Context: an optimization exercise on an open-source flow, tuned for small area, a short achievable clock period and few clock cycles. The choices shown serve that exercise and are no tape-out recipe. RTL that was checked went through simulation tests only; none was proved equivalent to the original. No activity file was given, so power comes from the tool's default toggle rates.

// sumedh_engine
module sumedh_engine (
    input  wire        clk,
    input  wire        rst,           
    output wire        mem_valid,
    output wire        mem_we,
    output wire [15:0] mem_addr,
    output wire [15:0] mem_wdata,
    input  wire        mem_ready,
    input  wire [15:0] mem_rdata,
    output wire        halted,
    output wire        fault_valid,
    output wire [2:0]  fault_cause,
    output wire [15:0] fault_addr,
    output wire [15:0] fault_word,
    output wire [15:0] fault_info,
    output wire [15:0] pc_out,
    output wire [3:0]  flags,         
    input  wire [2:0]  dbg_sel,
    output wire [15:0] dbg_data
);
    localparam [2:0] F_UNKNOWN_OP = 3'd1,
                     F_PROTECTED  = 3'd2,
                     F_STACK_OVF  = 3'd3,
                     F_STACK_UNF  = 3'd4,
                     F_DIV_ZERO   = 3'd5,
                     F_BAD_REG    = 3'd6;
    reg [15:0] x0, x1, x2, x3, x4, x5, x6, x7;
  ...
Size in the first run: ~200 flip-flops, roughly 21000 um^2 of cells after synthesis.
Settings: LEC_CHECK=0, ABC_AREA=1, CAP_MARGIN=20, CORE_MARGIN=2, CORE_UTILIZATION=40, PLACE_DENSITY=0.75, SLEW_MARGIN=20; clock period 36.0 ns.
standard.sh (not shown) runs the stock make flow with config.mk's settings and CLKGATE_MAP_FILE= SYNTH_SCRIPT=/design/flow/synth_recipe.tcl, a recipe that flattens the netlist after the stock synthesis.
==> flow/flow/run.sh <==
#!/bin/bash
# The standard layout (the standard.sh, unchanged synthesis and steps),
# with the port buffers made from buf_2 cells instead of the default choice.
set -euo pipefail
export BUFFER_PORTS_ARGS="-buffer_cell sky130_fd_sc_hd__buf_2"
bash standard.sh > standard_flow.log 2>&1
The first run finished clean.
Next try:
--- a/flow/design.v
+++ b/flow/design.v
@@ -306,25 +306,25 @@
     always @(*) begin
         case (W[11:9])
             3'd0: w_take = nz;
             3'd1: w_take = !nz;
             3'd2: w_take = !nn && !nz;
             3'd3: w_take = nn;
             3'd4: w_take = !nn || nz;
             3'd5: w_take = nn || nz;
             3'd6: w_take = 1'b1;
             default: w_take = 1'b0;
         endcase
     end
-    wire w_stale = e_mem && is_wr && (d_addr == P);
+    wire w_stale = e_mem && is_wr && (d_addr[5:0] == P[5:0]);
     wire w_go    = dv && e_done && !(e_mem && (is_cr || w_stale));
     wire ld_ir   = w_go && !w_br;
     wire br_take = w_go && w_br && w_take;
     wire w_lost  = dv && !e_done && !e_halt;
     wire        e_call  = e_memop && is_call;
     wire [15:0] br_base = e_call ? P : FA;
     wire [15:0] br_off  = e_call ? {{5{IR[10]}}, IR[10:0]} : {{7{W[8]}}, W[8:0]};
     wire [16:0] br_s    = add16(br_base, br_off, 1'b0);
     wire [15:0] br_tgt  = br_s[15:0];
     wire f_req = !hlt && !e_memop && !(wbv && wb_pc) && !(md_busy && cnt[3:1] != 3'd0);
     assign mem_valid = e_mem || f_req;
     assign mem_we    = e_memop && is_wr;
Hold slack improved by 0.032 ns.
Area after synthesis goes down by about 2.6%.
Wire length goes down by 4.6%.
Die area goes down by 2.6%.
Clock-buffer cell count goes down by 3.
Testbench counts after the change, summed over its fixed seeds: cycles 108,623.
For the first run of this note, only the layout was checked, not whether the RTL still works.


## old
sumedh_engine, a different RTL version from the one above (not shown whole).
For scale: ~3100 cells after synthesis, roughly 20000 um^2 of cells after synthesis.
clock: 36.0 ns
lec_check: 0
abc_area: 1
cap_margin: 20
core_margin: 2
core_utilization: 40
slew_margin: 20
Scripts as last shown in full above: flow/flow/run.sh
old finished end to end and its layout was clean on timing, DRC and antenna.
diff inputs: old => new
-- flow/design.v --
<<< old, line 27
    reg [15:0] x0, x1, x2, x3, x4, x5, x6, x7;
    reg [15:0] IR;        
    reg        iv;        
    reg [15:0] FA;        
>>> new, line 27
    reg [15:0] x0, x1, x2, x3, x4, x5, x6, x7;
    reg [15:0] IR;        
    reg [2:0]  bi;        
    reg        iv;        
    reg [15:0] FA;        
<<< old, line 122
    wire is_mem  = is_ldst || is_stk || is_cr;
    wire is_wr   = is_st || is_push || is_call;
    wire [2:0]  a_idx = hlt ? dbg_sel : rd;
    wire [2:0]  b_idx = is_stk ? IR[3:1] : (is_sh ? IR[5:3] : rs);
    reg  [15:0] a_val, b_reg;
    always @(*) begin
        case (a_idx)
>>> new, line 123
    wire is_mem  = is_ldst || is_stk || is_cr;
    wire is_wr   = is_st || is_push || is_call;
    wire [2:0]  a_idx = rd;
    wire [2:0]  b_idx = bi;
    reg  [15:0] a_val, b_reg, d_val;
    always @(*) begin
        case (dbg_sel)
            3'd0: d_val = x0;
            3'd1: d_val = x1;
            3'd2: d_val = x2;
            3'd3: d_val = x3;
            3'd4: d_val = x4;
            3'd5: d_val = x5;
            3'd6: d_val = x6;
            default: d_val = x7;
        endcase
    end
    always @(*) begin
        case (a_idx)
<<< old, line 303
        endcase
    end
    wire w_stale = e_mem && is_wr && (d_addr == P);
    wire w_go    = dv && e_done && !(e_mem && (is_cr || w_stale));
    wire ld_ir   = w_go && !w_br;
>>> new, line 316
        endcase
    end
    wire w_stale = e_mem && is_wr && (d_addr[5:0] == P[5:0]);
    wire w_go    = dv && e_done && !(e_mem && (is_cr || w_stale));
    wire ld_ir   = w_go && !w_br;
<<< old, line 331
    assign pc_out      = P;
    assign flags       = {fz, fn, fc, fv};
    assign dbg_data    = a_val;
    reg        w_en;
    reg [2:0]  w_idx;
>>> new, line 344
    assign pc_out      = P;
    assign flags       = {fz, fn, fc, fv};
    assign dbg_data    = d_val;
    reg        w_en;
    reg [2:0]  w_idx;
<<< old, line 379
        wb_pc  <= is_cr;
        wb_dst <= is_ld ? rd : IR[3:1];
        if (ld_ir)
            IR <= W;
        if (e_halt)
            cause <= e_cause;
>>> new, line 392
        wb_pc  <= is_cr;
        wb_dst <= is_ld ? rd : IR[3:1];
        if (ld_ir) begin
            IR <= W;
            bi <= (W[15:12] == 4'hC) ? W[3:1] : ((W[15:12] == 4'h8) ? W[5:3] : W[8:6]);
        end
        if (e_halt)
            cause <= e_cause;
Notes after the runs:
Taking old as the reference, in new share of total power in sequential cells went up by 2.0 points, area fraction of clock buffers and clock inverters went up by 1.4 points, adder-cell share of the synthesized area went down by 0.22 points, layout buffering overhead excluding clock cells was more or less identical.
A launching element of the worst setup path of dbg_sel[1] is what old shows, while dbg_sel[2] belongs to new.
new against old: clock tree buffer depth increased 1; number of global-route vias before repair picked up an extra 394; total number of placement rows now sits at about the same level.
Against old, new comes in 270 um^2 higher on area of placed instances.
Shortest clock period the worst path allows after layout improves in new relative to old.
new vs. old: achievable frequency rose 8.9 MHz; total power fell about 10%.
Testbench counts of new, summed over its fixed seeds: cycles 108,623.
For old, only the layout was checked, not whether the RTL still works.


the reference run:
Another version of the RTL of sumedh_engine (not shown whole).
For scale: ~200 flip-flops, roughly 150 I/O pins, about 21,000 um^2 of cells after synthesis.
// sumedh_engine
module sumedh_engine (
    input  wire        clk,
    input  wire        rst,           
    output wire        mem_valid,
    output wire        mem_we,
    output wire [15:0] mem_addr,
    output wire [15:0] mem_wdata,
    input  wire        mem_ready,
    input  wire [15:0] mem_rdata,
    output wire        halted,
    output wire        fault_valid,
    output wire [2:0]  fault_cause,
    output wire [15:0] fault_addr,
    output wire [15:0] fault_word,
    output wire [15:0] fault_info,
    output wire [15:0] pc_out,
    output wire [3:0]  flags,         
    input  wire [2:0]  dbg_sel,
    output wire [15:0] dbg_data
);
clock: 36.0 ns
lec_check: 0
abc_area: 1
cap_margin: 20
core_margin: 2
core_utilization: 40
slew_margin: 20
Scripts as last shown in full above: flow/flow/run.sh
The following lists how the trial run was set up differently from the reference run:
--- a/flow/design.v
+++ b/flow/design.v
@@ -22,14 +22,15 @@
                      F_PROTECTED  = 3'd2,
                      F_STACK_OVF  = 3'd3,
                      F_STACK_UNF  = 3'd4,
                      F_DIV_ZERO   = 3'd5,
                      F_BAD_REG    = 3'd6;
     reg [15:0] x0, x1, x2, x3, x4, x5, x6, x7;
     reg [15:0] IR;        
+    reg [2:0]  bi;        
     reg        iv;        
     reg [15:0] FA;        
     reg        dv;        
     reg        wbv;       
     reg        wb_pc;     
     reg [2:0]  wb_dst;    
     reg        hlt;
@@ -118,15 +119,15 @@
     wire is_push = is_stk && !smode[0];
     wire is_call = is_cr && !IR[11];
     wire is_ret  = is_cr && IR[11];
     wire stk_up  = is_pop || is_ret;            
     wire is_mem  = is_ldst || is_stk || is_cr;
     wire is_wr   = is_st || is_push || is_call;
     wire [2:0]  a_idx = rd;
-    wire [2:0]  b_idx = is_stk ? IR[3:1] : (is_sh ? IR[5:3] : rs);
+    wire [2:0]  b_idx = bi;
     reg  [15:0] a_val, b_reg, d_val;
     always @(*) begin
         case (dbg_sel)
             3'd0: d_val = x0;
             3'd1: d_val = x1;
             3'd2: d_val = x2;
             3'd3: d_val = x3;
@@ -386,16 +387,18 @@
                 default: x7 <= w_dat;
             endcase
         end
     end
     always @(posedge clk) begin
         wb_pc  <= is_cr;
         wb_dst <= is_ld ? rd : IR[3:1];
-        if (ld_ir)
+        if (ld_ir) begin
             IR <= W;
+            bi <= (W[15:12] == 4'hC) ? W[3:1] : ((W[15:12] == 4'h8) ? W[5:3] : W[8:6]);
+        end
         if (e_halt)
             cause <= e_cause;
         if (!md_busy) begin
             md_div <= is_div;
             if (is_div) begin
                 R   <= rot & ~lm;                      
                 cnt <= a_msb - b_msb;
@@ -435,17 +438,17 @@
             wbv <= e_mem && mem_ready && !is_wr;
             if (e_setup)
                 md_busy <= 1'b1;
             else if (md_busy && !hlt && cnt == 4'd0)
                 md_busy <= 1'b0;
             if (e_done || ld_ir)
                 iv <= ld_ir;
-            if (!e_halt)
+            if (!e_halt && !hlt)
                 dv <= f_acc && !br_take && !e_setup;
-            if (e_halt)
+            if (e_halt || hlt)
                 ;
             else if (wbv && wb_pc)
                 FA <= mem_rdata;
             else if (e_call && mem_ready)
                 FA <= br_tgt;
             else if (e_setup || w_lost || (dv && w_stale && mem_ready))
                 FA <= P;
[summary]
The reference run → the trial run: hold slack fell by 0.026 ns, area growth from synthesis to final layout has increased, final routed wire length divided by cell count ~0 delta, register area now sits higher.
The trial run reports a lower worst setup slack than the reference run does.
Sort the reference run and the trial run by net count of the finished layout asc -> top: the trial run
The trial run ended with less buffer and inverter count on the worst path than the reference run.
The trial run: headroom to the max-slew limit is 13 points higher than what the reference run reported.
Summary: with the reference run as the reference, wire length in the trial run moved down by a few percent.
Cmp the reference run and the trial run / total via count in the routed design / higher: the reference run
Between the reference run and the trial run, global-route wire length before repair is higher for the reference run, the trial run comes in under that.
The trial run vs the reference run on total clock network power: the trial run is the higher one.
Comparing the reference run and the trial run, the lower length of the first detailed-routing pass in iterations was measured on the trial run.
Re overall die area: the trial run is about 0.3% down on the reference run.
No run of this note included a check of the RTL's function; only the layout flow was run.

-- port drivers added, routing unchanged --
No port has a modelled driver above. Below, the same layouts with a new extraction and two added sets of constraints.
Step 1 assumes that a clkbuf_16 drives the clock port and a buf_2 every other input.
Step 2 moves the port delays by t, midway between the first and last clock arrival at a register: inputs arrive t later, outputs are due t later. That takes back most of the time a late clock gives input paths.
Three values: no drivers, after step 1, after step 2; two values: the first two.
run	t, ns	setup slack, ns	worst register clock-pin slew, ns	worst slew at a driven data input, ns
the first run of note 1	0.649	19.773 / 19.753 / 19.753	0.07 / 0.07	0.03
the second run of note 1	0.635	19.749 / 19.725 / 19.725	0.07 / 0.07	0.06
old	0.565	17.016 / 17.051 / 16.487	0.10 / 0.10	0.03
new	0.661	19.765 / 19.742 / 19.742	0.07 / 0.07	0.03
the reference run	0.579	19.726 / 19.666 / 19.742	0.09 / 0.09	0.04
the trial run	0.654	19.580 / 19.558 / 19.558	0.07 / 0.07	0.03
After both steps every run listed still meets setup and hold. For old, which loses most, drivers alone change the setup slack by +0.035 ns; drivers and shift together by -0.529 ns.
